This design comes from an exercise in tuning for small area, a short achievable clock period and few clock cycles on the open sky130 flow, not from production work.
Only simulation tests tie the RTL to the original design; equivalence was not proved.
No activity file was given, so power comes from the tool's default toggle rates.

--- flow/config.mk ---
export PLATFORM = sky130hd
export DESIGN_NAME = bcu
export DESIGN_NICKNAME = bcu
export VERILOG_FILES = /design/flow/design.v
export SDC_FILE = /design/flow/constraint.sdc
export NUM_CORES = 4
export LEC_CHECK = 0
export CAP_MARGIN = 35
export CORE_MARGIN = 2
export CORE_UTILIZATION = 60
export SETUP_SLACK_MARGIN = 5
export SLEW_MARGIN = 35
--- flow/run.sh ---
#!/bin/bash
# synth_recipe.tcl (not shown) runs the flow's synth.tcl, then flattens the netlist and writes it again
# the make line also repeats each setting of config.mk as NAME=value (left out here)
make -C /OpenROAD-flow-scripts/flow DESIGN_CONFIG=/design/flow/config.mk WORK_HOME=/design/flow/orfs CLKGATE_MAP_FILE= SYNTH_SCRIPT=/design/flow/synth_recipe.tcl finish
--- flow/constraint.sdc ---
create_clock -name core_clock -period 10.0 [get_ports {clk}]
set_input_delay 2.0000 -clock core_clock [delete_from_list [all_inputs] [get_ports {clk}]]
set_output_delay 2.0000 -clock core_clock [all_outputs]
set_load 0.01 [all_outputs]
--- flow/design.v ---
module bcu (
    input  wire        clk,
    input  wire        rst,
    input  wire        cmd_valid,
    output wire        cmd_ready,
    input  wire [15:0] cmd_cw,
    input  wire [63:0] cmd_opnd,
    input  wire [7:0]  cmd_paylen,
    input  wire        pay_valid,
    output wire        pay_ready,
    input  wire [7:0]  pay_data,
    output reg         dout_valid,
    output wire [7:0]  dout_data,
    output reg         rsp_valid,
    output reg  [2:0]  rsp_status,
    output wire [63:0] rsp_res,
    output wire [63:0] rsp_need,
    output wire [63:0] rsp_have
);
    localparam [2:0] ST_OK    = 3'd0;
    localparam [2:0] ST_INSUF = 3'd1;
    localparam [2:0] ST_MALF  = 3'd2;
    localparam [2:0] ST_INVAL = 3'd3;
    localparam [2:0] ST_CAP   = 3'd5;
    reg st_idle;     
    reg st_pay;      
    reg st_out;      
    reg st_v2;       
    reg st_p1;       
    reg [511:0] mb;              
    reg [6:0]   len;
    reg [6:0]   off;
    reg         x_sgn;           
    reg         x_buf;           
    reg         x_con;           
    reg         x_inv, x_cap;    
    reg [6:0]   x_len;           
    reg [63:0]  r;               
    reg [6:0]   ptr;             
    reg [8:0]   wp;              
    reg [7:0]   hx;              
    reg [7:0]   cnt;
    reg         werr;            
    reg [7:0]   dq;              
    reg         nb;              
    reg [6:0]   have;
    assign cmd_ready = st_idle;
    assign pay_ready = st_pay;
    assign dout_data = dq;
    assign rsp_res   = nb ? 64'd0 : r;
    assign rsp_need  = nb ? r : 64'd0;
    assign rsp_have  = {57'd0, have};
    wire [6:0] rem  = len - off;
    wire       take = st_idle & cmd_valid;
    wire [2:0] rrow = ptr[5:3];
    wire [2:0] rcol = ptr[2:0];
    reg  [63:0] bank_rd;
    integer b, q, i;
    always @(*) begin
        for (b = 0; b < 8; b = b + 1) begin : rd
            reg [2:0]  row;
            reg [63:0] col;
            row = rrow + ((b < rcol) ? 3'd1 : 3'd0);
            for (q = 0; q < 8; q = q + 1)
                col[8*q +: 8] = mb[8*(8*q + b) +: 8];
            bank_rd[8*b +: 8] = col[8*row +: 8];
        end
    end
    wire [127:0] bank_rd2 = {bank_rd, bank_rd};
    wire [63:0]  window   = bank_rd2[8*rcol +: 64];
    wire [7:0] c     = cmd_cw[7:0];
    wire       c_ok  = (cmd_cw[15:8] == 8'd0);
    wire [3:0] c_typ = c[6:3];
    wire       c_le  = c[2];
    wire       c_sgn = c[1];
    wire       c_w64 = c[3];
    reg c_fget, c_fput, c_vget, c_vput;
    always @(*) begin
        c_fget = 1'b0;
        c_fput = 1'b0;
        c_vget = 1'b0;
        c_vput = 1'b0;
        begin
            case (c)
                8'h00, 8'h08,
                8'h10, 8'h12, 8'h14, 8'h16,
                8'h18, 8'h1C,
                8'h20, 8'h22, 8'h24, 8'h26,
                8'h28, 8'h2A, 8'h2C, 8'h2E,
                8'h30, 8'h34,
                8'h38, 8'h3C:                  c_fget = 1'b1;
                8'h80, 8'h88,
                8'h90, 8'h94, 8'h98, 8'h9C,
                8'hA0, 8'hA4, 8'hA8, 8'hAC,
                8'hB0, 8'hB4, 8'hB8, 8'hBC:    c_fput = 1'b1;
                8'h40, 8'h42, 8'h48, 8'h4A:    c_vget = 1'b1;
                8'hC0, 8'hC2, 8'hC8, 8'hCA:    c_vput = 1'b1;
                default: ;
            endcase
        end
    end
    wire c_getraw    = (c == 8'h50);
    wire c_putraw    = (c == 8'hD0);
    wire c_getrem    = (c == 8'h58);
    wire c_construct = (c == 8'h78);
    wire c_rewind    = (c == 8'h79);
    wire c_setoff    = (c == 8'h7A);
    wire c_getoff    = (c == 8'h7B);
    wire c_getbuf    = (c == 8'h7C);
    wire c_feof      = (c == 8'h7D);
    function [3:0] width(input [3:0] t);
        case (t)
            4'd0, 4'd1: width = 4'd1;
            4'd2:       width = 4'd2;
            4'd3:       width = 4'd3;
            4'd4, 4'd6: width = 4'd4;
            default:    width = 4'd8;
        endcase
    endfunction
    wire [3:0] c_n = width(c_typ);
    wire [63:0] op = cmd_opnd;
    wire [63:0] u  = c_w64 ? (c_sgn ? ((op << 1) ^ {64{op[63]}}) : op)
                           : {32'd0, (c_sgn ? ((op[31:0] << 1) ^ {32{op[31]}}) : op[31:0])};
    reg  [9:0]  nz;              
    reg  [63:0] venc;
    reg  [3:0]  vlen;
    always @(*) begin
        nz[0] = 1'b1;
        for (i = 1; i < 10; i = i + 1)
            nz[i] = |(u >> (7 * i));
        for (i = 0; i < 8; i = i + 1)
            venc[8*i +: 8] = {nz[i+1], u[7*i +: 7]};
        vlen = 4'd1;
        for (i = 1; i < 10; i = i + 1)
            if (nz[i]) vlen = i + 1;
    end
    wire [63:0] v = (c_typ == 4'd1) ? {63'd0, (op != 64'd0)} : op;
    reg [9:0] lge;               
    always @(*)
        for (i = 0; i < 10; i = i + 1)
            lge[i] = ({1'b0, len} >= 8'd64 - i);
    wire cap_f = ({1'b0, len} + {4'd0, c_n} > 8'd64);
    wire cap_v = |(nz & lge);
    wire [63:0] win = window;
    wire [7:0] w0 = win[7:0],   w1 = win[15:8],  w2 = win[23:16], w3 = win[31:24];
    wire [7:0] w4 = win[39:32], w5 = win[47:40], w6 = win[55:48], w7 = win[63:56];
    reg [63:0] fget_res;
    always @(*) begin
        case (c_n)
            4'd1: fget_res = (c_typ == 4'd1) ? {63'd0, (w0 != 8'd0)} : {56'd0, w0};
            4'd2: begin
                fget_res[15:0]  = c_le ? {w1, w0} : {w0, w1};
                fget_res[63:16] = {48{c_sgn & fget_res[15]}};
            end
            4'd3: fget_res = {40'd0, (c_le ? {w2, w1, w0} : {w0, w1, w2})};
            4'd4: begin
                fget_res[31:0]  = c_le ? {w3, w2, w1, w0} : {w0, w1, w2, w3};
                fget_res[63:32] = {32{c_sgn & fget_res[31]}};
            end
            default: fget_res = c_le ? win : {w0, w1, w2, w3, w4, w5, w6, w7};
        endcase
    end
    wire       x_w64 = st_v2 | c_w64;    
    wire       v_sgn = st_v2 ? x_sgn : c_sgn;
    reg  [8:0] pc;                   
    reg  [7:0] term;                 
    reg [55:0] vacc;
    always @(*) begin
        pc[0] = 1'b1;
        for (i = 0; i < 8; i = i + 1)
            pc[i+1] = pc[i] & win[8*i+7];
        for (i = 0; i < 8; i = i + 1) begin
            term[i] = pc[i] & ~win[8*i+7] & (rem > i);
            vacc[7*i +: 7] = pc[i] ? win[8*i +: 7] : 7'd0;
        end
    end
    wire       v_ok   = x_w64 ? (|term[7:0]) : (|term[4:0]);
    wire       v_more = x_w64 & pc[8] & (rem > 7'd8);
    reg  [6:0] v_off;
    always @(*) begin
        v_off = 7'd0;
        for (i = 0; i < 8; i = i + 1)
            v_off = v_off | ({7{term[i]}} & (off + i + 1));
    end
    wire        t8     = ~w0[7];
    wire        t9     = w0[7] & ~w1[7] & (rem > 7'd9);
    wire [63:0] acc2   = {(t9 & w1[0]), w0[6:0], r[55:0]};
    wire [63:0] vsrc   = st_v2 ? acc2 : {8'd0, vacc};
    wire [31:0] vz32   = (vsrc[31:0] >> 1) ^ {32{vsrc[0]}};
    wire [63:0] vz64   = (vsrc >> 1) ^ {64{vsrc[0]}};
    wire [63:0] vget_res = x_w64 ? (v_sgn ? vz64 : vsrc)
                                 : (v_sgn ? {{32{vz32[31]}}, vz32} : {32'd0, vsrc[31:0]});
    wire [63:0] wsrc = st_p1 ? {48'd0, 7'd0, hx[7], hx[7], hx[6:0]}
                             : (c[6] ? venc : v);
    wire [5:0]  wa   = (st_pay | st_p1) ? wp[5:0] : len[5:0];
    wire        w_be = ~st_p1 & ~c[6] & ~c_le;
    wire [2:0]  w_nm1 = c_n[2:0] - 3'd1;
    reg [63:0] put_bank;
    always @(*) begin
        for (b = 0; b < 8; b = b + 1) begin : wr
            reg [2:0] k;
            if (w_be)
                k = w_nm1 + wa[2:0] - b[2:0];
            else
                k = b[2:0] - wa[2:0];
            put_bank[8*b +: 8] = st_pay ? pay_data : wsrc[8*k +: 8];
        end
    end
    wire wact = (st_pay | st_p1) ? (~(werr & st_pay) & (wp[8:6] == 3'd0))
                                 : (take & c[7] & ~len[6]);
    reg  [63:0] wen;
    always @(*) begin
        for (b = 0; b < 8; b = b + 1) begin : we
            reg [2:0] row;
            reg       wrap;
            row  = wa[5:3] + ((b < wa[2:0]) ? 3'd1 : 3'd0);
            wrap = (b < wa[2:0]) && (wa[5:3] == 3'd7);
            for (q = 0; q < 8; q = q + 1)
                wen[8*q + b] = wact && (row == q) &&
                               (st_pay ? (wa[2:0] == b) : !wrap);
        end
    end
    always @(posedge clk) begin
        for (b = 0; b < 8; b = b + 1)
            for (q = 0; q < 8; q = q + 1)
                if (wen[8*q + b])
                    mb[8*(8*q + b) +: 8] <= put_bank[8*b +: 8];
    end
    wire fast_buf = take & c_getbuf & (len != 7'd0);
    always @(posedge clk)
        dq <= fast_buf ? mb[7:0] : window[7:0];
    task automatic respond(input [2:0] st, input [63:0] res);
        begin
            rsp_valid  <= 1'b1;
            rsp_status <= st;
            r          <= res;
            nb         <= 1'b0;
            have       <= 7'd0;
        end
    endtask
    task automatic insuf(input [63:0] need);
        begin
            rsp_valid  <= 1'b1;
            rsp_status <= ST_INSUF;
            r          <= need;
            nb         <= 1'b1;
            have       <= rem;
        end
    endtask
    task automatic stream(input [6:0] n, input [6:0] p1, input is_buf);
        begin
            dout_valid <= 1'b1;
            rsp_status <= ST_OK;
            nb         <= 1'b0;
            have       <= 7'd0;
            cnt        <= {1'b0, n} - 8'd1;
            x_buf      <= is_buf;
            ptr        <= p1;
            if (n == 7'd1) begin
                rsp_valid <= 1'b1;
                st_idle   <= 1'b1;
                if (is_buf)
                    ptr <= off;
                else
                    off <= p1;
            end else begin
                st_idle <= 1'b0;
                st_out  <= 1'b1;
            end
        end
    endtask
    always @(posedge clk) begin
        if (rst) begin
            st_idle    <= 1'b1;
            st_pay     <= 1'b0;
            st_out     <= 1'b0;
            st_v2      <= 1'b0;
            st_p1      <= 1'b0;
            len        <= 7'd0;
            off        <= 7'd0;
            ptr        <= 7'd0;
            rsp_valid  <= 1'b0;
            dout_valid <= 1'b0;
        end else begin
            rsp_valid  <= 1'b0;
            dout_valid <= 1'b0;
            if (take) begin
                x_sgn  <= c_sgn;
                x_buf  <= 1'b0;
                x_con  <= c[3];
                if (!c_ok) begin
                    respond(ST_INVAL, 64'd0);
                end else case (c)
                8'h80, 8'h88,
                8'h90, 8'h94, 8'h98, 8'h9C,
                8'hA0, 8'hA4, 8'hA8, 8'hAC,
                8'hB0, 8'hB4, 8'hB8, 8'hBC,
                8'hC0, 8'hC2, 8'hC8, 8'hCA: begin
                    wp    <= {2'd0, len} + 9'd8;
                    hx    <= u[63:56];
                    if (c[6] ? cap_v : cap_f)
                        respond(ST_CAP, 64'd0);
                    else if (!c[6]) begin
                        len <= len + {3'd0, c_n};
                        respond(ST_OK, {60'd0, c_n});
                    end else begin
                        len <= len + {3'd0, vlen};
                        if (vlen > 4'd8) begin
                            rsp_status <= ST_OK;
                            r          <= {60'd0, vlen};
                            nb         <= 1'b0;
                            have       <= 7'd0;
                            st_idle    <= 1'b0;
                            st_p1      <= 1'b1;
                        end else
                            respond(ST_OK, {60'd0, vlen});
                    end
                end
                8'h00, 8'h08,
                8'h10, 8'h12, 8'h14, 8'h16,
                8'h18, 8'h1C,
                8'h20, 8'h22, 8'h24, 8'h26,
                8'h28, 8'h2A, 8'h2C, 8'h2E,
                8'h30, 8'h34,
                8'h38, 8'h3C: begin
                    if (rem < {3'd0, c_n})
                        insuf({60'd0, c_n});
                    else begin
                        off <= off + {3'd0, c_n};
                        ptr <= off + {3'd0, c_n};
                        respond(ST_OK, fget_res);
                    end
                end
                8'h40, 8'h42, 8'h48, 8'h4A: begin
                    if (v_ok) begin
                        off <= v_off;
                        ptr <= v_off;
                        respond(ST_OK, vget_res);
                    end else if (v_more) begin
                        r       <= {8'd0, vacc};
                        ptr     <= off + 7'd8;
                        st_idle <= 1'b0;
                        st_v2   <= 1'b1;
                    end else
                        respond(ST_MALF, 64'd0);
                end
                8'h50: begin                                 
                    if (op[63])
                        respond(ST_INVAL, 64'd0);
                    else if (op == 64'd0)
                        respond(ST_OK, 64'd0);
                    else if (op > {57'd0, rem})
                        insuf(op);
                    else begin
                        r <= op;
                        stream(op[6:0], off + 7'd1, 1'b0);
                    end
                end
                8'h58: begin                                 
                    if (rem == 7'd0)
                        insuf(64'd1);
                    else begin
                        r <= {57'd0, rem};
                        stream(rem, off + 7'd1, 1'b0);
                    end
                end
                8'h7C: begin                                 
                    if (len == 7'd0)
                        respond(ST_OK, 64'd0);
                    else begin
                        r <= {57'd0, len};
                        stream(len, 7'd1, 1'b1);
                    end
                end
                8'hD0, 8'h78: begin                          
                    if (cmd_paylen != 8'd0) begin
                        st_idle <= 1'b0;
                        st_pay  <= 1'b1;
                        cnt     <= cmd_paylen;
                        wp      <= c[3] ? 9'd0 : {2'd0, len};
                        r       <= c[3] ? op : {56'd0, cmd_paylen};
                        x_inv   <= (op > {56'd0, cmd_paylen});
                        x_cap   <= c[3] ? (cmd_paylen > 8'd64)
                                        : ({2'd0, len} + {1'b0, cmd_paylen} > 9'd64);
                        x_len   <= c[3] ? cmd_paylen[6:0] : (len + cmd_paylen[6:0]);
                        werr    <= c[3] & ((op > {56'd0, cmd_paylen}) || (cmd_paylen > 8'd64));
                    end else if (!c[3]) begin
                        respond(ST_OK, 64'd0);               
                    end else if (op != 64'd0) begin
                        respond(ST_INVAL, 64'd0);            
                    end else begin
                        len <= 7'd0;
                        off <= 7'd0;
                        ptr <= 7'd0;
                        respond(ST_OK, 64'd0);
                    end
                end
                8'h79: begin                                 
                    off <= 7'd0;
                    ptr <= 7'd0;
                    respond(ST_OK, 64'd0);
                end
                8'h7A: begin                                 
                    if (op > {57'd0, len})
                        respond(ST_INVAL, 64'd0);
                    else begin
                        off <= op[6:0];
                        ptr <= op[6:0];
                        respond(ST_OK, 64'd0);
                    end
                end
                8'h7B: respond(ST_OK, {57'd0, off});         
                8'h7D: respond(ST_OK, {63'd0, (rem == 7'd0)});   
                default: respond(ST_INVAL, 64'd0);
                endcase
            end
            if (st_out) begin
                dout_valid <= 1'b1;
                ptr        <= ptr + 7'd1;
                cnt        <= cnt - 8'd1;
                if (cnt == 8'd1) begin
                    st_out    <= 1'b0;
                    st_idle   <= 1'b1;
                    rsp_valid <= 1'b1;
                    if (x_buf)
                        ptr <= off;
                    else
                        off <= ptr + 7'd1;
                end
            end
            if (st_v2) begin
                st_v2   <= 1'b0;
                st_idle <= 1'b1;
                if (t8 | t9) begin
                    off <= off + (t8 ? 7'd9 : 7'd10);
                    ptr <= off + (t8 ? 7'd9 : 7'd10);
                    respond(ST_OK, vget_res);
                end else begin
                    ptr <= off;
                    respond(ST_MALF, 64'd0);
                end
            end
            if (st_p1) begin
                st_p1     <= 1'b0;
                st_idle   <= 1'b1;
                rsp_valid <= 1'b1;
            end
            if (st_pay && pay_valid) begin
                wp  <= wp + 9'd1;
                cnt <= cnt - 8'd1;
                if (cnt == 8'd1) begin
                    st_pay  <= 1'b0;
                    st_idle <= 1'b1;
                    if (x_con ? x_inv : 1'b0)
                        respond(ST_INVAL, 64'd0);
                    else if (x_cap)
                        respond(ST_CAP, 64'd0);
                    else begin
                        len <= x_len;
                        if (x_con) begin
                            off <= r[6:0];
                            ptr <= r[6:0];
                            respond(ST_OK, 64'd0);
                        end else
                            respond(ST_OK, r);
                    end
                end
            end
        end
    end
endmodule
==> results_dict.tcl, run 1 <==
set metrics [dict create \
    die_x_um 288 \
    postGrtWorstEndpoint "len[6]$_SDFF_PP0_/D" \
    syn_inst 4750 \
    ioPinCount 307 \
    clock-sinks 661 \
    dp_hpwl_mm 157 \
    ys_ff_latch 661 \
    cts-root-buf "clkbuf_16" \
    status "did not finish" \
    cts_buffers 70 \
    lastStage "global routing" \
    clockBufferDepth 3 \
    grtUsageTotal_pct 77.9 \
    htree_levels 3 \
    endpoint_type "register data pin" \
    synthFlopType "edfxtp_1" \
    initial_utilization_pct 60.9 \
    netlist_area_um2 48200 \
    synth_async_sr_flop_share_pct 0 \
    place.gp.congestion 1.09 \
    postCtsHoldBufs 0 \
    ys_types 121 \
    grt_overflow 187 \
    tool.error "[ERROR GRT-0232] Routing congestion too high. Check the congestion heatmap in the GUI." \
    num_rows 103 \
    ys_seq_area_share_pct 40.4 \
    io_buffers 249 \
    synth-edff-count 625 \
    synth_area_per_cell_um2 10.2 \
    grt_max_degree 126 \
    ys.warnings.count 1 \
    die_h_um 288 \
]
==> per-stage QoR <==
stage	cell area, um2	setup WS, ps	hold slack (ps)	power [mW]	instances
after global placement	51800	2400	488	4.45	5811
after CTS	57200	4930	520	7.33	6077
after detailed placement	52000	2380	498	4.48	5814
after floorplan	49100	4650	439	3.98	4806
==> power by group through the flow <==
| stage | logic [mW] | clock network, mW | registers [mW] |
|---|---|---|---|
| 2_1_floorplan | 0.742 | 0 | 3.24 |
| 3_3_place_gp | 1.20 | 0 | 3.25 |
| 3_5_place_dp | 1.23 | 0 | 3.25 |
| 4_1_cts | 1.33 | 2.81 | 3.19 |
==> cells by family after synthesis <==
logic type	synth area share, %
and+or+nand+nor	13.6
AOI/OAI and AO/OA	18.6
DFF	40.4
muxes	15.3
buffers and inverters	4.83
xor gates and xnor gates	3.68
adders and majority gates	3.54
other	0.00777
==> worst max-delay path by stage <==
| stage | startpoint | endpoint | slack (ps) | cells past startpoint |
|---|---|---|---|---|
| after CTS | ptr[3] | r[16] | 4930 | 14 |
| after detailed placement | cmd_cw[5] | r[7] | 2380 | 12 |
| after global placement | cmd_cw[5] | r[7] | 2400 | 12 |
| after floorplan | cmd_cw[3] | len[6] | 4650 | 17 |
==> metal layers <==
layer | GRT usage (%) | GRT overflow
met5 | 38.3 | 0
met4 | 74.4 | 87
met3 | 66.7 | 1
met2 | 91.0 | 93
met1 | 78.8 | 6
==> cells in the mapped netlist, types with 54 or more instances <==
library cell | instances | area [um2]
edfxtp_1 | 625 | 18800
nand2_1 | 424 | 1590
nor2_1 | 412 | 1550
o21ai_0 | 315 | 1580
a21oi_1 | 314 | 1570
mux2i_1 | 294 | 2940
clkbuf_1 | 267 | 1000
mux4_2 | 163 | 3670
xnor2_1 | 131 | 1150
ha_1 | 127 | 1590
nor3_1 | 99 | 495
nor2b_1 | 89 | 557
and2_1 | 86 | 538
a211oi_1 | 84 | 631
inv_1 | 82 | 308
nand3_1 | 79 | 395
buf_4 | 61 | 458
mux2_2 | 59 | 664
o221ai_1 | 57 | 499
a22oi_1 | 54 | 405
==> timing repair <==
item / 4_1_cts
gates cloned: 18
pin swaps: 53
endpoints found under the setup margin: 969
buffers inserted: 122
resized for setup: 462
Testbench counts, summed over its fixed seeds: cycles 57,881.
==> run 2, diff against run 1 <==
--- a/flow/config.mk
+++ b/flow/config.mk
@@ -7,6 +7,6 @@
 export LEC_CHECK = 0
 export CAP_MARGIN = 35
 export CORE_MARGIN = 2
-export CORE_UTILIZATION = 60
+export CORE_UTILIZATION = 50
 export SETUP_SLACK_MARGIN = 5
 export SLEW_MARGIN = 35
==> run 2 against run 1 <==
Net effect:
- now clean on timing, DRC and antenna
- synthesized area stayed put
- synthesized cell count unchanged
==> results_dict.tcl, run 2 <==
set metrics [dict create \
    reg2reg_from "ptr[2]" \
    crit_path_start "cmd_opnd[47]" \
    synth_area_leaders "edfxtp_1 (39%), mux4_2 (7.6%), mux2i_1 (6.1%), nand2_1 (3.3%), ha_1 (3.3%)" \
    detail_route.wl_per_cell_um 34.5 \
    internal_power_mw 5.25 \
    worstMarginPinSlew_ps 1070 \
    largest_register "mb" \
    cts-root-buf "clkbuf_16" \
    cap_viol_max_count 0 \
    synth-simple-area-share_pct 13.6 \
    synth_compound_area_share_pct 18.6 \
    ys_types 121 \
    cellLeakagePower_nw 21.1 \
    grt_pass1_vias 41393 \
    sw_frac_of_total_pct 29.6 \
    grt_overflow 0 \
    cts_tree "built" \
    synth_top_area_share_pct 38.9 \
    cpMaxStageDelayCell "o311ai_0" \
    critPathArrivalTime_ps 5720 \
    design.core.area_um2 95300 \
    dp_hpwl_mm 154 \
    ir_worst_vdd_mv 0.187 \
    worstReg2RegEnd "r[7]" \
    fin_crit_ps 5160 \
    synth-edff-count 625 \
    startpoint_type "primary input" \
    crit_path_max_fanout 9 \
    grtUsageTotal_pct 43.0 \
    antenna_found_initial 24 \
    synth.top_cells.by_count "edfxtp_1 (625), nand2_1 (424), nor2_1 (412)" \
    r2r_slack_ps 4890 \
    drt_drc_violations_left 0 \
    final_cell_mix "edfxtp_1 (625), nand2_1 (410), nor2_1 (368)" \
    hp-class "register to register" \
    ioPinCount 307 \
    critPathKind "primary input to register" \
    finalHoldViolCount 0 \
    insertion_delay_ps 700 \
    area_delta_synth_final_pct 23.2 \
    rsz0062_at_grt "true" \
    synthMuxAreaShare_pct 15.3 \
    status "no timing/DRC/antenna violations" \
    io_buffers 249 \
    reg2regPathDepth 14 \
    place.gp.congestion 1.10 \
    final_common_cell "edfxtp_1" \
    first_pass_iters 14 \
    initial_utilization_pct 50.6 \
    reg_top3 "mb (512), r (64), wp (9)" \
    htree_levels 3 \
    syn_inst 4750 \
    drt_wl_total_mm 222 \
    vias 45645 \
    ys_ff_latch 661 \
    fin_nets 5332 \
    synth_area_per_cell_um2 10.2 \
    cp-endpoint "len[6]" \
    max_stage_delay_ps 590 \
    slew_headroom_pct 28.7 \
    cp_common_cell "o211ai_1" \
    netlist_area_um2 48200 \
    clock-sinks 661 \
    path_cells "clkdlybuf4s15_1 > o311ai_0 > nand3_2 > nor4_4 > o21ai_1 > o211ai_1 > o211ai_1 > ha_2 > fa_2 > a21o_1 > a21oi_2 > nor4_2 > mux2i_1 > o221ai_2 > o211a_1" \
    dieArea_um2 99000 \
    end_kind "register" \
    grt_pass1_wl_mm 305 \
    die_x_um 315 \
    drt_iter0_drc 7862 \
    grt_max_degree 117 \
    die_h_um 315 \
    synthFlopType "edfxtp_1" \
    ant_nets 0 \
    num_rows 113 \
    tns_ps 0 \
    synth_async_sr_flop_share_pct 0 \
    comb_power_share_pct 19.4 \
    pwr-share-clk_pct 37.8 \
    required_ps 10560 \
    synth_top_area_cell "edfxtp_1" \
    ys_seq_area_share_pct 40.4 \
    p_sw_mw 2.21 \
    finalMaxSlewViolations 0 \
    fin_crit_sh_pct 51.6 \
    yosysMostFrequentCell "edfxtp_1" \
    synth_fa_ha_area_share_pct 3.54 \
    vias_per_cell 7.09 \
    worst_clock_skew_ps 54.9 \
    cts_buffers 74 \
    ys.warnings.count 1 \
    fmax_mhz 194 \
    clockBufferDepth 3 \
    p_seq_share_pct 42.8 \
    finalSetupViolations 0 \
    clk_pin_slew_worst_paths_ps 60 \
    synth_top_family_by_area "compound AO/OA/AOI/OAI gates" \
    power_density_nw_per_um2 125 \
    synth_xor_area_share_pct 3.68 \
    layout-drive-gt1-share_pct 23.7 \
    largest_reg_flops 512 \
    whs_ps 503 \
]
-- run 2: cell counts after synthesis --
Identical to the previous run, type by type.
-- run 2: how the worst min path moves through the flow --
| stage | cells past startpoint | start | endpoint | slack [ps] |
|---|---|---|---|---|
| after floorplan | 2 | mb[7] | dq[7] | 440 |
| after global placement | 1 | x_len[6] | len[6] | 480 |
| after CTS | 1 | x_len[6] | len[6] | 500 |
| after detailed placement | 1 | x_len[6] | len[6] | 480 |
| after global routing | 1 | x_len[6] | len[6] | 520 |
| final | 1 | x_len[6] | len[6] | 500 |
-- run 2: worst max-delay path, delay by kind of cell --
| family | cells | cell delay (ps) |
|---|---|---|
| AOI/OAI and AO/OA | 8 | 1610 |
| adders and majority gates | 2 | 580 |
| buffers and inverters | 1 | 510 |
| muxes | 1 | 200 |
| and+or+nand+nor | 3 | 780 |
-- run 2: cell type report --
cell class | instances | area, um2
Multi-Input combinational cell | 3631 | 29100
Inverter | 93 | 435
Fill cell | 7900 | 35900
Sequential cell | 661 | 19500
Antenna cell | 10 | 25.0
Clock buffer | 88 | 1900
Timing Repair Buffer | 638 | 6330
Tap cell | 1265 | 1580
Clock inverter | 48 | 579
-- run 2: metal layers --
metal  global-route usage, %  routed length [um]
met1                    53.8               78600
met2                    61.7               91000
met3                    16.3               31100
met4                    28.9               20600
met5                   0.290                 485
-- run 2: through the flow --
step,total power [mW],setup slack (ps),std cells,cell area [um2],utilization [%]
6_report,7.45,4840,6434,59400,62.4
5_1_grt,7.62,4860,6429,59400,62.4
4_1_cts,7.36,5000,6318,57500,60.4
3_5_place_dp,4.49,2370,6032,52300,54.9
3_3_place_gp,4.48,2390,6030,52100,54.7
2_1_floorplan,3.98,4650,4806,49100,-
-- run 2: power groups by stage --
stage          Clock (mW)  Combinational (mW)  Sequential [mW]
2_1_floorplan           0               0.742             3.24
3_3_place_gp            0                1.23             3.25
3_5_place_dp            0                1.24             3.25
4_1_cts              2.84                1.32             3.19
5_1_grt              2.95                1.48             3.20
6_report             2.82                1.44             3.19
-- run 2: kinds of logic after synthesis --
group,count (synthesis)
buf+inv,520
compound gates,1336
flops,661
simple gates,1387
other cells,1
xor+xnor,189
fa+ha+maj,133
mux,523
-- run 2: what timing repair did --
action / in CTS / in global routing
endpoints found under the hold margin: 0 / 0
cloned: 14 / 11
hold buffers: 0 / 0
resized for setup: 404 / 235
buffers inserted: 136 / 94
pin swaps: 54 / 62
setup endpoints to repair: 928 / 700
==> run 3, diff against run 2 <==
==> flow/config.mk (replaced) <==
export PLATFORM = sky130hd
export DESIGN_NAME = bcu
export DESIGN_NICKNAME = bcu
export VERILOG_FILES = /design/flow/design.v
export SDC_FILE = /design/flow/constraint.sdc
export NUM_CORES = 4
export LEC_CHECK = 0
export CAP_MARGIN = 50
export CORE_MARGIN = 2
export CORE_UTILIZATION = 40
export SETUP_SLACK_MARGIN = 5
export SLEW_MARGIN = 50
==> run 3 against run 2 <==
Net effect:
- clock skew increased by 1.1 ps
- clock-buffer cell count is 4 higher
- final area is 1.2% higher
- first-iteration DRC count shrank 9.8%
- via count shrank 0.64%
- global-route usage fell by 7.8 points
- sequential share of layout area down 0.38 points
- non-clock buffer count grew 10
- routed wire length up 1.1%
- power is essentially flat
- sequential power is essentially flat
==> results_dict.tcl, run 3 <==
set metrics [dict create \
    drt_iter0_drc 7095 \
    grt_overflow 0 \
    antenna_found_initial 25 \
    postPlaceCellArea_um2 53200 \
    synth-simple-area-share_pct 13.6 \
    synth_xor_area_share_pct 3.68 \
    status "no timing/DRC/antenna violations" \
    final_cells 6791 \
    clockBufferDepth 3 \
    synth_async_sr_flop_share_pct 0 \
    io_buffers 249 \
    cts-root-buf "clkbuf_16" \
    grtUsageTotal_pct 35.2 \
    first_pass_iters 9 \
    finalMaxSlewViolations 0 \
    final_cell_mix "edfxtp_1 (625), nand2_1 (407), nor2_1 (340)" \
    cts_tree "built" \
    hp-class "register to register" \
    synth_area_leaders "edfxtp_1 (39%), mux4_2 (7.6%), mux2i_1 (6.1%), nand2_1 (3.3%), ha_1 (3.3%)" \
    initial_utilization_pct 40.3 \
    largest_register "mb" \
    netlist_area_um2 48200 \
    cap_viol_max_count 0 \
    drt_wl_total_mm 224 \
    whs_ps 511 \
    ys_types 121 \
    rsz0062_at_grt "true" \
    fin_crit_sh_pct 51.1 \
    dieArea_um2 123000 \
    tns_ps 0 \
    vias_per_cell 6.68 \
    die_x_um 351 \
    ant_nets 0 \
    synth.top_cells.by_count "edfxtp_1 (625), nand2_1 (424), nor2_1 (412)" \
    synth-edff-count 625 \
    finalHoldViolCount 0 \
    fmax_mhz 196 \
    critPathArrivalTime_ps 5710 \
    largest_reg_flops 512 \
    synth_top_area_cell "edfxtp_1" \
    power.total_mw 7.46 \
    required_ps 10600 \
    ir_worst_vdd_mv 0.133 \
    place.gp.congestion 1.14 \
    worstMarginPinSlew_ps 845 \
    grt_max_degree 129 \
    syn_inst 4750 \
    synthFlopType "edfxtp_1" \
    fillers 10893 \
    fin_util_pct 50.2 \
    ys.warnings.count 1 \
    layout-drive-gt1-share_pct 24.9 \
    area_delta_synth_final_pct 24.7 \
    synth_area_per_cell_um2 10.2 \
    dp_cells 6392 \
    worst_clock_skew_ps 56.1 \
    crit_path_max_fanout 6 \
    fin_nets 5342 \
    drt_drc_violations_left 0 \
    insertion_delay_ps 710 \
    design.core.area_um2 120000 \
    worst_slack_ps 4890 \
    die_h_um 351 \
    num_rows 127 \
    yosysMostFrequentCell "edfxtp_1" \
    clock-sinks 661 \
    ys_seq_area_share_pct 40.4 \
    htree_levels 3 \
    power_density_nw_per_um2 124 \
    synth_fa_ha_area_share_pct 3.54 \
    startpoint_type "primary input" \
    ys_ff_latch 661 \
    synth_compound_area_share_pct 18.6 \
    clk_pin_slew_worst_paths_ps 50 \
    vias 45351 \
    grt_pass1_wl_mm 311 \
    grt_pass1_vias 41420 \
    critPathKind "primary input to register" \
    detail_route.wl_per_cell_um 33.0 \
    fin_crit_ps 5110 \
    synthMuxAreaShare_pct 15.3 \
    final_common_cell "edfxtp_1" \
    pre_cts_slack_ps 2880 \
    synth_top_area_share_pct 38.9 \
    reg_top3 "mb (512), r (64), wp (9)" \
    ioPinCount 307 \
    cts_buffers 74 \
    cellLeakagePower_nw 21.2 \
    end_kind "register" \
    fin_area_um2 60100 \
    finalSetupViolations 0 \
    synth_top_family_by_area "compound AO/OA/AOI/OAI gates" \
    slew_headroom_pct 43.7 \
    dp_hpwl_mm 159 \
]
-- run 3: cell count changes in the layout (fill, tap and decap cells not counted), moves of 7 or more --
cell	before	now
clkbuf_2	16	5
buf_4	308	315
mux2i_2	18	35
nor2_1	368	340
o21ai_1	19	30
clkinv_1	17	10
nor2_4	13	21
nand2_2	7	14
nor3_2	18	8
o21ai_0	237	230
mux2i_1	261	242
nor2_2	37	56
a2111oi_2	2	9
-- run 3: cell type report --
| cell class | instances | area (um2) | share of cell area, % |
|---|---|---|---|
| Sequential cell | 661 | 19500 | 32.4 |
| Inverter | 93 | 442 | 0.734 |
| Clock buffer | 92 | 1970 | 3.28 |
| Clock inverter | 41 | 494 | 0.822 |
| Timing Repair Buffer | 648 | 6510 | 10.8 |
| Antenna cell | 13 | 32.5 | 0.0541 |
| Tap cell | 1612 | 2020 | 3.35 |
| Multi-Input combinational cell | 3631 | 29200 | 48.5 |
-- run 3: routing by layer --
metal | share of wire, % | global-route usage [%] | vias up
met5 | 0.16 | 0 | -
met1 | 36 | 44.0 | 21927
met2 | 41 | 50.6 | 3518
met3 | 14 | 12.6 | 949
met4 | 9.1 | 24.3 | 26
li1 | - | - | 18931
-- run 3: kinds of logic after synthesis --
group	after synthesis
flip-flops	661
multiplexers	523
XOR/XNOR	189
AO/OA/AOI/OAI	1336
AND/OR/NAND/NOR	1387
buffers and inverters	520
other	1
adder cells (fa/ha/maj)	133
-- run 3: path summary, 6_finish.rpt --
check | start | to | slack (ps) | depth (start not counted)
worst min register to register | x_len[6] | len[6] | 510 | 1
worst min-delay path | x_len[6] | len[6] | 510 | 1
worst max register to register | ptr[1] | r[40] | 4930 | 18
worst max-delay path | cmd_opnd[50] | len[4] | 4890 | 17
-- run 3: worst max-delay path, cell delays in order --
cell and delay (ps):
dlygate4sd2_1 520, or3_4 530, a21boi_4 220, a41oi_4 190, nor4_4 350, o21ai_1 110
o211ai_1 90, o211ai_1 190, ha_2 240, fa_2 350, a21o_1 190, a21oi_2 150
buf_4 140, nor2_2 30, o21ai_1 120, a21oi_1 80, nor3_1 190
-- run 3: power breakdown --
part	switching [mW]	leakage, nW	internal [mW]
registers	0.0310	6.08	3.16
logic	0.950	14.0	0.498
clock network	1.20	1.19	1.62
total	2.18	21.2	5.28
-- run 3: repair_timing --
action                     in CTS  in global routing
resized for setup             402                173
hold buffers                    0                  0
cloned                         19                  5
setup endpoints to repair     680                586
pin swaps                      57                 56
setup buffers                 153                 76
==> run 4, diff against run 3 <==
--- a/flow/config.mk
+++ b/flow/config.mk
@@ -8,5 +8,6 @@
 export CAP_MARGIN = 50
 export CORE_MARGIN = 2
 export CORE_UTILIZATION = 40
+export PLACE_DENSITY = 0.7
 export SETUP_SLACK_MARGIN = 5
 export SLEW_MARGIN = 50
==> run 4 against run 3 <==
Net effect:
- still clean
- flip-flop and latch count did not move
- global-route usage fell by 1.2 points
- worst hold slack got worse by 4.8 ps
- final area fell by 1.0%
- maximum frequency fell by 4.2%
- critical path depth fell by 2
- first-iteration DRC count rose by 17%
- critical path type unchanged
- critical endpoint is now len[6]
==> results_dict.tcl, run 4 <==
set metrics [dict create \
    synth_area_leaders "edfxtp_1 (39%), mux4_2 (7.6%), mux2i_1 (6.1%), nand2_1 (3.3%), ha_1 (3.3%)" \
    p_seq_share_pct 43.1 \
    drt_drc_violations_left 0 \
    clk_pin_slew_worst_paths_ps 60 \
    num_rows 127 \
    clock-sinks 661 \
    grt_pass1_wl_mm 303 \
    synth_async_sr_flop_share_pct 0 \
    internal_power_mw 5.24 \
    insertion_delay_ps 680 \
    worstMarginPinSlew_ps 897 \
    detail_route.wl_per_cell_um 32.7 \
    rsz0062_at_grt "true" \
    ant_nets 0 \
    vias 46231 \
    vias_per_cell 6.86 \
    yosysMostFrequentCell "edfxtp_1" \
    synth.top_cells.by_count "edfxtp_1 (625), nand2_1 (424), nor2_1 (412)" \
    largest_register "mb" \
    startpoint_type "primary input" \
    grt_pass1_vias 42088 \
    finalHoldViolCount 0 \
    ys_seq_area_share_pct 40.4 \
    cellLeakagePower_nw 20.8 \
    cts_buffers 71 \
    comb_power_share_pct 19.5 \
    status "no timing/DRC/antenna violations" \
    final_cells 6740 \
    whs_ps 507 \
    grtUsageTotal_pct 34.0 \
    cts-root-buf "clkbuf_16" \
    synth-edff-count 625 \
    first_pass_iters 15 \
    sw_frac_of_total_pct 29.3 \
    dp_hpwl_mm 153 \
    fmax_mhz 188 \
    tns_ps 0 \
    grt_max_degree 129 \
    htree_levels 3 \
    die_h_um 351 \
    end_kind "register" \
    final_common_cell "edfxtp_1" \
    ys_ff_latch 661 \
    required_ps 10550 \
    synth_top_area_share_pct 38.9 \
    die_x_um 351 \
    final_cell_mix "edfxtp_1 (625), nand2_1 (402), nor2_1 (343)" \
    clockBufferDepth 3 \
    seq_area_um2 19500 \
    postCtsHoldBufs 0 \
    hp-class "register to register" \
    finalSetupViolations 0 \
    ys_types 121 \
    power_density_nw_per_um2 125 \
    place.gp.congestion 1.15 \
    cap_viol_max_count 0 \
    worst_clock_skew_ps 37.6 \
    largest_reg_flops 512 \
    finalMaxSlewViolations 0 \
    critPathArrivalTime_ps 5880 \
    cts_tree "built" \
    fin_crit_ps 5330 \
    ys.warnings.count 1 \
    critPathKind "primary input to register" \
    ir_worst_vdd_mv 0.158 \
    area_delta_synth_final_pct 23.4 \
    drt_wl_total_mm 220 \
    antenna_found_initial 26 \
    dieArea_um2 123000 \
    layout-drive-gt1-share_pct 24.2 \
    ioPinCount 307 \
    fillers 10521 \
    initial_utilization_pct 40.3 \
    design.core.area_um2 120000 \
    synth_area_per_cell_um2 10.2 \
    synth_top_area_cell "edfxtp_1" \
    multiInputGateArea_um2 29100 \
    fin_nets 5289 \
    slew_headroom_pct 38.5 \
    syn_inst 4750 \
    pwr-share-clk_pct 37.5 \
    crit_path_max_fanout 8 \
    drt_iter0_drc 8317 \
    netlist_area_um2 48200 \
    fin_crit_sh_pct 53.3 \
    grt_overflow 0 \
    dp_cells 6381 \
    synthFlopType "edfxtp_1" \
    reg_top3 "mb (512), r (64), wp (9)" \
    p_sw_mw 2.17 \
    io_buffers 249 \
]
[run 4: critical path, cell delays in order]
cell and delay, ps:
clkdlybuf4s15_1 590, o211ai_1 610, nand3_2 290, nor4_4 360
o21ai_1 130, o211ai_1 100, o211ai_1 240, ha_2 290
fa_2 350, a21o_1 180, a21oi_2 160, nor4_2 70
mux2i_1 170, o221ai_1 130, o211a_1 180
[run 4: final timing paths]
kind | start | to | slack (ps) | cells after the start
worst max-delay path | cmd_opnd[46] | len[6] | 4670 | 15
worst min register to register | mb[1] | dq[1] | 510 | 1
worst min-delay path | mb[1] | dq[1] | 510 | 1
worst max register to register | ptr[0] | r[8] | 4960 | 16
[run 4: cell type report]
type                            instances  share of cell area (%)
Antenna cell                           16                  0.0673
Clock buffer                           78                    3.10
Sequential cell                       661                    32.8
Tap cell                             1612                    3.39
Clock inverter                         51                   0.998
Multi-Input combinational cell       3629                    48.9
Timing Repair Buffer                  600                    10.1
Inverter                               93                   0.685
[run 4: power groups by stage]
stage	clock network, mW	logic [mW]	registers [mW]
3_3_place_gp	0	1.19	3.25
3_5_place_dp	0	1.23	3.25
6_report	2.78	1.44	3.19
2_1_floorplan	0	0.742	3.24
5_1_grt	2.90	1.47	3.19
4_1_cts	2.80	1.30	3.19
[run 4: stage by stage]
stage          area, um2  setup WS [ps]  util (%)  power (mW)
6_report           59500           4670      49.7        7.42
3_5_place_dp       53100           2770      44.3        4.48
5_1_grt            59500           4590      49.7        7.57
2_1_floorplan      49100           4650         -        3.98
3_3_place_gp       52500           1960      43.8        4.44
4_1_cts            57700           4900      48.2        7.29
[run 4: metal layers]
metal | wire length, um | vias up | GRT usage [%]
met5 | 260 | - | 0
met4 | 21000 | 28 | 23.1
met3 | 35900 | 1232 | 14.8
met2 | 88400 | 4282 | 48.5
met1 | 74700 | 21864 | 41.2
li1 | - | 18825 | -
[run 4: timing repair]
item                       CTS  global route
buffers inserted           109            83
resized for setup          343           186
setup endpoints to repair  623           666
pin swaps                   53            61
gates cloned                 9            11
[run 4: cell families after synthesis]
family,synth area share (%)
muxes,15.3
adders and majority gates,3.54
xor gates and xnor gates,3.68
DFF,40.4
AOI/OAI and AO/OA,18.6
buffers and inverters,4.83
other,0.00777
and+or+nand+nor,13.6
==> run 5, diff against run 4 <==
==> flow/flow/run.sh (new file) <==
#!/bin/bash
# Layout flow: the standard flow (standard.sh: the standard synthesis, floorplan,
# placement, CTS, routing and finish, with flow/config.mk's settings), except that
# buffer_ports gives every input and output port a sky130_fd_sc_hd__buf_2 buffer instead
# of the default buffer cell. make's full output goes to flow_make.log in this folder;
# ORFS keeps each step's own log under orfs/logs/.
set -euo pipefail
bash standard.sh "BUFFER_PORTS_ARGS=-buffer_cell sky130_fd_sc_hd__buf_2" finish > flow_make.log 2>&1
==> flow/standard.sh (new file) <==
#!/bin/bash
# synth_recipe.tcl (not shown) runs the flow's synth.tcl, then flattens the netlist and writes it again
# the make line also repeats each setting of config.mk as NAME=value (left out here)
make -C /OpenROAD-flow-scripts/flow DESIGN_CONFIG=/design/flow/config.mk WORK_HOME=/design/flow/orfs CLKGATE_MAP_FILE= SYNTH_SCRIPT=/design/flow/synth_recipe.tcl "${@:-finish}"
==> flow/config.mk (replaced) <==
export PLATFORM = sky130hd
export DESIGN_NAME = bcu
export DESIGN_NICKNAME = bcu
export VERILOG_FILES = /design/flow/design.v
export SDC_FILE = /design/flow/constraint.sdc
export NUM_CORES = 4
export LEC_CHECK = 0
export CAP_MARGIN = 35
export CORE_MARGIN = 2
export CORE_UTILIZATION = 60
export SETUP_SLACK_MARGIN = 5
export SLEW_MARGIN = 35
removed: flow/run.sh
==> run 5 against run 4 <==
Net effect:
- now fails the layout checks on capacitance limit, slew limit
- non-clock buffer count is 4 higher
- via count is 4.0% higher
- combinational power hardly changed
- clock skew is 33 ps higher
- first-iteration DRC count is 24% higher
- cell count is 8.3% lower
- flip-flop and latch count stayed put
- core utilization is 23 points higher
- clock-buffer cell count is 3 higher
- power is 0.90% lower
==> results_dict.tcl, run 5 <==
set metrics [dict create \
    grt_pass1_wl_mm 309 \
    clockBufferDepth 3 \
    grtUsageTotal_pct 51.9 \
    ir_worst_vdd_mv 0.185 \
    fillers 5449 \
    required_ps 10400 \
    cts_buffers 69 \
    power_density_nw_per_um2 128 \
    antenna_found_initial 15 \
    so_faults "capacitance limit, slew limit" \
    drt_wl_total_mm 229 \
    drt_iter0_drc 10274 \
    yosysMostFrequentCell "edfxtp_1" \
    cpMaxStageDelayCell "mux2i_1" \
    startpoint_type "register" \
    power.total_mw 7.35 \
    syn_inst 4750 \
    fin_util_pct 72.3 \
    design.core.area_um2 79300 \
    cp_num_buf_inv 2 \
    critPathArrivalTime_ps 5910 \
    synth_area_leaders "edfxtp_1 (39%), mux4_2 (7.6%), mux2i_1 (6.1%), nand2_1 (3.3%), ha_1 (3.3%)" \
    rsz0062_at_grt "true" \
    largest_reg_flops 512 \
    critPathKind "register to register" \
    synthFlopType "edfxtp_1" \
    first_pass_iters 13 \
    fmax_mhz 182 \
    layout-drive-gt1-share_pct 26.6 \
    cts-root-buf "clkbuf_16" \
    synth.top_cells.by_count "edfxtp_1 (625), nand2_1 (424), nor2_1 (412)" \
    netlist_area_um2 48200 \
    ioPinCount 307 \
    ys.warnings.count 1 \
    ys_types 121 \
    final_common_cell "edfxtp_1" \
    finalHoldViolCount 0 \
    num_rows 103 \
    die_x_um 288 \
    critical-path-top-delay-family "multiplexers" \
    finalSetupViolations 0 \
    worstMarginPinSlew_ps 1800 \
    dp_hpwl_mm 149 \
    detail_route.wl_per_cell_um 37.1 \
    vias 48084 \
    fin_crit_ps 5500 \
    fin_nets 5295 \
    die_h_um 288 \
    grt_overflow 0 \
    synth_top_area_cell "edfxtp_1" \
    worst_slack_ps 4500 \
    ys_ff_latch 661 \
    ant_nets 0 \
    end_kind "register" \
    crit_path_max_fanout 20 \
    tns_ps 0 \
    pre_cts_slack_ps 2780 \
    vias_per_cell 7.78 \
    ys_seq_area_share_pct 40.4 \
    cellLeakagePower_nw 21.0 \
    cap_viol_max_count 2 \
    clock-sinks 661 \
    status "complete, but fails checks" \
    synth-edff-count 625 \
    htree_levels 3 \
    dieArea_um2 82700 \
    path_cells "buf_4 > mux4_2 > mux2i_1 > mux2i_1 > mux4_2 > mux2i_4 > buf_12 > nand2b_4 > nor2_4 > a211oi_2 > o311ai_1 > a221o_1" \
    synth_top_area_share_pct 38.9 \
    grt_pass1_vias 43050 \
    largest_register "mb" \
    worst_clock_skew_ps 70.5 \
    insertion_delay_ps 690 \
    final_cell_mix "edfxtp_1 (625), nand2_1 (412), nor2_1 (370)" \
    area_delta_synth_final_pct 18.9 \
    grt_max_degree 130 \
    hp-class "register to register" \
    io_buffers 249 \
    reg_top3 "mb (512), r (64), wp (9)" \
    initial_utilization_pct 60.9 \
    finalMaxSlewViolations 5 \
    clk_pin_slew_worst_paths_ps 70 \
    fin_crit_sh_pct 55.0 \
    slew_headroom_pct -23.6 \
    synth_area_per_cell_um2 10.2 \
    place.gp.congestion 1.13 \
    max_stage_delay_ps 1140 \
    drt_drc_violations_left 0 \
    cts_tree "built" \
    synth_async_sr_flop_share_pct 0 \
]
## run 5: cell type report
cell class	instances	area, um2	area share, %
diodes	11	27.5	0.0480
multi-input cells	3633	28900	50.4
clock inverters	45	479	0.836
inverters	93	425	0.742
clock buffers	81	1770	3.09
well taps	1050	1310	2.29
flip-flops and latches	661	19500	34.0
repair buffers	604	4930	8.60
## run 5: routing by layer
layer	vias to the layer above	GRT usage [%]	wire length, um
li1	18804	-	-
met1	22587	62.2	72100
met2	5105	73.8	91700
met3	1578	20.6	39100
met4	10	42.3	26400
met5	-	0	84
## run 5: what timing repair did
item | CTS | global route
hold buffers | 0 | 0
setup buffers | 116 | 75
cloned | 17 | 10
resized for setup | 261 | 189
pin swaps | 41 | 46
endpoints found under the setup margin | 652 | 590
## run 5: path summary, 6_finish.rpt
kind | cells past startpoint | startpoint | slack (ps) | endpoint
setup reg to reg | 12 | ptr[4] | 4500 | r[43]
hold reg to reg | 1 | mb[4] | 530 | dq[4]
setup / recovery | 12 | ptr[4] | 4500 | r[43]
hold / removal | 1 | mb[4] | 530 | dq[4]
## run 5: where the power goes
group	leakage, nW	total, mW	internal, mW	switching, mW
Clock	1.08	2.71	1.47	1.24
Combinational	13.8	1.45	0.450	0.998
Sequential	6.08	3.19	3.16	0.0332
## run 5: through the flow
| step | instances | hold slack, ps | area (um2) |
|---|---|---|---|
| after CTS | 6080 | 525 | 55600 |
| final | 6178 | 534 | 57300 |
| after global placement | 5819 | 490 | 50600 |
| after global routing | 6168 | 543 | 57300 |
| after detailed placement | 5821 | 501 | 50700 |
| after floorplan | 4806 | 439 | 49100 |
## run 5: cells by family (layout without fill, tap and decap cells)
family | after synthesis | count (layout) | synth area share, %
mux | 523 | 523 | 15.3
compound gates | 1336 | 1340 | 18.6
flops | 661 | 661 | 40.4
fa+ha+maj | 133 | 133 | 3.54
other cells | 1 | 68 | 0.00777
xor+xnor | 189 | 189 | 3.68
simple gates | 1387 | 1391 | 13.6
buf+inv | 520 | 823 | 4.83
## run 5: worst reg2reg max path: cells and delay by family (launching register included)
kind | cells | cell delay, ps
AO/OA/AOI/OAI | 3 | 760
buffers and inverters | 2 | 670
flip-flops | 1 | 570
multiplexers | 5 | 2860
AND/OR/NAND/NOR | 2 | 350
==> run 6, diff against run 5 <==
--- a/flow/config.mk
+++ b/flow/config.mk
@@ -7,6 +7,6 @@
 export LEC_CHECK = 0
 export CAP_MARGIN = 35
 export CORE_MARGIN = 2
-export CORE_UTILIZATION = 60
+export CORE_UTILIZATION = 50
 export SETUP_SLACK_MARGIN = 5
 export SLEW_MARGIN = 35
==> run 6 against run 5 <==
Net effect:
- still fails the layout checks on capacitance limit, slew limit
- power decreased by 1.2%
- cell count increased by 4.0%
- non-clock buffer count increased by 25
- maximum frequency increased by 4.8%
- die area increased by 20%
- sequential share of layout area decreased by 0.33 points
- global-route usage decreased by 9.3 points
- first-iteration DRC count decreased by 27%
- critical path depth increased by 1
- synthesized cell count unchanged
- clock-buffer cell count increased by 6
- largest power group unchanged
- highest routed layer unchanged
==> results_dict.tcl, run 6 <==
set metrics [dict create \
    largest_register "mb" \
    synth_area_per_cell_um2 10.2 \
    holdPathEnd "len[6]" \
    ys_seq_area_share_pct 40.4 \
    worstMarginPinSlew_ps 1580 \
    critPathArrivalTime_ps 5670 \
    initial_utilization_pct 50.6 \
    synthFlopType "edfxtp_1" \
    grt_pass1_wl_mm 302 \
    cts-root-buf "clkbuf_16" \
    ys_ff_latch 661 \
    vias_per_cell 7.00 \
    required_ps 10420 \
    yosysMostFrequentCell "edfxtp_1" \
    clock-sinks 661 \
    cellLeakagePower_nw 21.1 \
    syn_inst 4750 \
    drt_wl_total_mm 219 \
    synth_top_area_cell "edfxtp_1" \
    whs_path_depth 1 \
    htree_levels 3 \
    final_common_cell "edfxtp_1" \
    cts_tree "built" \
    synth_area_leaders "edfxtp_1 (39%), mux4_2 (7.6%), mux2i_1 (6.1%), nand2_1 (3.3%), ha_1 (3.3%)" \
    antenna_found_initial 25 \
    grtUsageTotal_pct 42.7 \
    grt_overflow 0 \
    ir_worst_vdd_mv 0.196 \
    num_rows 113 \
    grt_max_degree 88 \
    r2r_slack_ps 4950 \
    status "complete, but fails checks" \
    postCtsHoldBufs 0 \
    fin_area_um2 57900 \
    drt_drc_violations_left 0 \
    synth_top_family_by_area "compound AO/OA/AOI/OAI gates" \
    crit_path_start "cmd_opnd[26]" \
    power_density_nw_per_um2 125 \
    fmax_mhz 191 \
    synth_xor_area_share_pct 3.68 \
    finalSetupViolations 0 \
    area_delta_synth_final_pct 20.1 \
    crit_path_max_fanout 8 \
    vias 45008 \
    die_h_um 315 \
    netlist_area_um2 48200 \
    synth_compound_area_share_pct 18.6 \
    ys.warnings.count 1 \
    cap_viol_max_count 1 \
    synth_async_sr_flop_share_pct 0 \
    worstReg2RegEnd "r[0]" \
    critPathKind "primary input to register" \
    synth-simple-area-share_pct 13.6 \
    worst_clock_skew_ps 49.2 \
    finalMaxSlewViolations 2 \
    design.core.area_um2 95300 \
    ioPinCount 307 \
    startpoint_type "primary input" \
    end_kind "register" \
    synth_fa_ha_area_share_pct 3.54 \
    io_buffers 249 \
    fin_crit_sh_pct 52.5 \
    postPlaceCellArea_um2 51000 \
    hp-start "x_len[6]" \
    dieArea_um2 99000 \
    finalHoldViolCount 0 \
    ant_nets 0 \
    first_pass_iters 10 \
    slew_headroom_pct -6.68 \
    drt_iter0_drc 7498 \
    reg_top3 "mb (512), r (64), wp (9)" \
    largest_reg_flops 512 \
    die_x_um 315 \
    cts_buffers 74 \
    ys_types 121 \
    clockBufferDepth 3 \
    tns_ps 0 \
    fin_crit_ps 5250 \
    reg2reg_from "off[0]" \
    synth.top_cells.by_count "edfxtp_1 (625), nand2_1 (424), nor2_1 (412)" \
    place.gp.congestion 1.09 \
    grt_pass1_vias 40516 \
    rsz0062_at_grt "true" \
    synth_top_area_share_pct 38.9 \
    clk_pin_slew_worst_paths_ps 60 \
    layout-drive-gt1-share_pct 26.9 \
    detail_route.wl_per_cell_um 34.1 \
    reg2regPathDepth 14 \
    so_faults "capacitance limit, slew limit" \
    hp-class "register to register" \
    insertion_delay_ps 690 \
    synth-edff-count 625 \
    final_cell_mix "edfxtp_1 (625), nand2_1 (411), nor2_1 (376)" \
    synthMuxAreaShare_pct 15.3 \
    dp_hpwl_mm 156 \
    fin_nets 5322 \
]
-- run 6: cell counts after synthesis --
No cell type changed its count.
-- run 6: worst max-delay path, stage by stage --
cell and delay (ps):
buf_2 220, or4_4 580, or4_4 470, nor4_4 140, buf_4 190, nand4_1 120, buf_4 200, nand3_4 120
nand2_8 150, a21oi_1 230, o21ai_0 580, a2111oi_4 500, a21oi_1 110
-- run 6: repair_timing --
action                                  CTS  global route
gates resized for setup                 222           189
pin swaps                                35            60
endpoints found under the setup margin  628           638
cloned                                   13            12
setup buffers                           117           112
-- run 6: worst max path at each step --
stage,slack [ps],cells past startpoint,endpoint
final,4750,13,r[0]
after global routing,4690,14,r[0]
after CTS,4880,14,mb[104]
after detailed placement,2790,16,r[9]
after global placement,2850,16,r[7]
after floorplan,4650,17,len[6]
-- run 6: layout make-up --
| class | count | area [um2] |
|---|---|---|
| inverter | 93 | 403 |
| tap | 1265 | 1580 |
| clock buffer | 87 | 1920 |
| sequential | 661 | 19500 |
| timing repair buffer | 629 | 5220 |
| fill | 7972 | 37400 |
| multi-input combinational | 3630 | 28800 |
| antenna | 15 | 37.5 |
| clock inverter | 46 | 430 |
-- run 6: per-stage QoR --
step	cells	utilization [%]	worst slack, ps	total power, mW	hold slack, ps
final	6426	60.8	4750	7.26	519
after global placement	6019	53.3	2850	4.42	509
after CTS	6286	58.5	4880	7.17	521
after detailed placement	6023	53.5	2790	4.44	501
after global routing	6416	60.7	4690	7.44	541
after floorplan	4806	-	4650	3.98	439
-- run 6: per-layer routing --
metal | vias to the layer above | share of wire, % | global-route usage (%)
li1 | 18881 | - | -
met1 | 21661 | 37 | 54.6
met2 | 3483 | 41 | 60.5
met3 | 969 | 13 | 14.8
met4 | 14 | 9.3 | 29.6
met5 | - | 0.042 | 0
-- run 6: logic make-up (layout without fill, tap and decap cells) --
| group | count (synthesis) | in the layout |
|---|---|---|
| simple gates | 1387 | 1391 |
| compound gates | 1336 | 1337 |
| flops | 661 | 661 |
| mux | 523 | 523 |
| buf+inv | 520 | 855 |
| xor+xnor | 189 | 189 |
| fa+ha+maj | 133 | 133 |
| other cells | 1 | 72 |
-- run 6: where the power goes --
group / internal, mW / switching, mW / leakage (nW)
clock network: 1.52 / 1.18 / 1.12
logic: 0.436 / 0.932 / 13.9
registers: 3.16 / 0.0313 / 6.08
total: 5.12 / 2.15 / 21.1

[separate check: timing with driven ports]
The flow's constraints put no driver on any port. The routed layouts listed below were extracted and timed again, unchanged, in two steps.
Step 1 assumes that a clkbuf_16 drives the clock port and a buf_2 every other input.
Step 2 moves the port delays by t, midway between the first and last clock arrival at a register: inputs arrive t later, outputs are due t later. That takes back most of the time a late clock gives input paths.
Three values: ideal, step 1, step 2; two values: the first two.
run	shift t [ns]	setup slack, ns	worst register clock-pin slew, ns
run 2	0.750	4.843 / 4.811 / 4.062	0.07 / 0.07
run 3	0.752	4.894 / 4.855 / 4.103	0.07 / 0.07
run 4	0.732	4.669 / 4.639 / 3.908	0.07 / 0.07
run 5	0.732	4.497 / 4.497 / 3.970	0.08 / 0.08
run 6	0.742	4.751 / 4.705 / 3.962	0.07 / 0.07
For run 3, which loses most, drivers alone change the setup slack by -0.039 ns; drivers and shift together by -0.791 ns.
